Background: an optimization exercise with open tools, aiming at small area, a short achievable clock period and few clock cycles per item. Do not read the settings as production practice.
In this exercise RTL edits were held to simulation tests only and were not proved equivalent to the original.

==> flow/design.v (excerpt) <==
module lbm_dsp (
    input  wire         clk,
    input  wire         rst,
    input  wire         in_valid,
    output wire         in_ready,
    input  wire [1:0]   in_op,        
    input  wire         in_mode,      
    input  wire [7:0]   in_raw,       
    input  wire [159:0] in_audio,     
    output reg          out_valid,
    output reg  [6:0]   out_target,
    output wire [15:0]  out_vu,
    output wire [7:0]   out_r,
    output wire [7:0]   out_g,
    output wire [7:0]   out_b
);
Size in the first run: about 1300 cells after synthesis, about 10000 µm² of cells after synthesis.
export LEC_CHECK = 0
export ABC_AREA = 1
export CAP_MARGIN = 20
export CORE_MARGIN = 2
export CORE_UTILIZATION = 55
export SLEW_MARGIN = 20
create_clock -name core_clock -period 70.0 [get_ports {clk}]
standard.sh (not shown) runs the stock make flow with config.mk's settings and CLKGATE_MAP_FILE= SYNTH_SCRIPT=/design/flow/synth_recipe.tcl, a recipe that flattens the netlist after the stock synthesis.
==> flow/flow/run.sh <==
#!/bin/bash
# The standard layout (standard.sh), with three changes to how it is built:
#  - synthesis is the standard one (synth_recipe.tcl and ORFS's synth.tcl,
#    unchanged) except that ABC maps the logic with flow/abc_area.script, an
#    area-oriented &nf mapping, in place of ORFS's abc_area.script. ORFS's
#    scripts are copied to abc_scripts/ with that one file replaced, and
#    only the synth step is run with SCRIPTS_DIR pointing there. Flip-flops
#    are mapped by dfflibmap before ABC runs, so the registers are the
#    standard synthesis's;
#  - port buffers are sky130_fd_sc_hd__buf_1 (buffer_ports -buffer_cell)
#    instead of the cell buffer_ports picks by itself;
#  - clock tree synthesis adds no dummy loads and builds the tree of
#    sky130_fd_sc_hd__clkbuf_8 only.
# Every tool's output goes to the ORFS logs under orfs/logs; make's own
# output goes to synth.log and standard.log here.
set -euo pipefail
rm -rf abc_scripts
cp -r "$FLOW_HOME/scripts" abc_scripts
cp flow/abc_area.script abc_scripts/abc_area.script
export BUFFER_PORTS_ARGS="-buffer_cell sky130_fd_sc_hd__buf_1"
export SETUP_SLACK_MARGIN=54.4
export CTS_ARGS="-sink_clustering_enable -repair_clock_nets -dont_use_dummy_load -buf_list sky130_fd_sc_hd__clkbuf_8"
SCRIPTS_DIR="$PWD/abc_scripts" bash standard.sh synth > synth.log 2>&1
bash standard.sh finish > standard.log 2>&1
==> flow/flow/abc_area.script <==
strash
&get -n
&dch -f
&nf -R 1000 -p
&put
Testbench counts at the start, summed over its fixed seeds: cycles 16,016, items 16,000.
Rerun with:
--- a/flow/flow/run.sh
+++ b/flow/flow/run.sh
@@ -19,5 +19,4 @@
 cp flow/abc_area.script abc_scripts/abc_area.script
 export BUFFER_PORTS_ARGS="-buffer_cell sky130_fd_sc_hd__buf_1"
-export SETUP_SLACK_MARGIN=54.4
 export CTS_ARGS="-sink_clustering_enable -repair_clock_nets -dont_use_dummy_load -buf_list sky130_fd_sc_hd__clkbuf_8"
 SCRIPTS_DIR="$PWD/abc_scripts" bash standard.sh synth > synth.log 2>&1
Settings changed: SLEW_MARGIN 20 to 75.
What happened: Hold slack gains 0.0063 ns; non-clock buffer count went up by 4; clock-buffer cell count stays the same; sequential share of layout area drops by 0.44 points.
Rerun with:
Settings changed: SLEW_MARGIN 75 to 20.
=> Via count came out lower by 1.4%; global-route usage came out lower by 0.69 points; cell area came out lower by 4.1%; register-to-register slack gets worse by 0.90 ns; cell count came out lower by 0.51%; core utilization came out lower by 2.8 points; sequential cell count is unchanged.
Rerun with:
==> flow/flow/run.sh (replaced) <==
#!/bin/bash
# The standard layout, with two changes to how it is built:
#  - port buffers are sky130_fd_sc_hd__buf_1 (buffer_ports -buffer_cell)
#    instead of the cell buffer_ports picks by itself;
#  - clock tree synthesis adds no dummy loads and builds the tree of
#    sky130_fd_sc_hd__clkbuf_8 only.
# Every tool's output goes to the ORFS logs under orfs/logs; make's own
# output goes to standard.log here.
set -euo pipefail
export BUFFER_PORTS_ARGS="-buffer_cell sky130_fd_sc_hd__buf_1"
export CTS_ARGS="-sink_clustering_enable -repair_clock_nets -dont_use_dummy_load -buf_list sky130_fd_sc_hd__clkbuf_8"
bash standard.sh finish > standard.log 2>&1
removed: flow/flow/abc_area.script
- via count rises by about 18%
- synthesized cell count climbs by 37%
- clock-buffer cell count stays the same

-- separate check: timing with driven ports --
The flow's constraints put no driver on any port. The routed layouts listed below were extracted and timed again, unchanged, in two steps.
Step 1, drivers: a clkbuf_16 drives clk and a buf_2 each remaining input, both assumed.
Step 2 times the ports against the registers' clock, not the clock port: input delays grow and output delays shrink by t, the midpoint of the rising clock arrivals with the driver on.
a / b / c = ideal / step 1 / step 2; a / b = the first two.
| run | t (ns) | setup slack, ns | worst setup path at the end | worst register clock-pin slew, ns | worst data-port slew with drivers (ns) |
|---|---|---|---|---|---|
| the first run | 0.485 | 54.485 / 54.510 / 54.024 | input to register | 0.08 / 0.08 | 0.05 |
| the second run | 0.492 | 54.314 / 54.330 / 53.838 | input to register | 0.08 / 0.08 | 0.05 |
| the third run | 0.490 | 53.892 / 53.912 / 53.421 | input to register | 0.09 / 0.09 | 0.05 |
| the fourth run | 0.489 | 54.141 / 54.159 / 53.669 | input to register | 0.08 / 0.08 | 0.07 |
After both steps setup and hold are still met in every run listed. The setup slack of the second run, which loses most, moves by +0.016 ns with the drivers and by -0.476 ns with both steps.
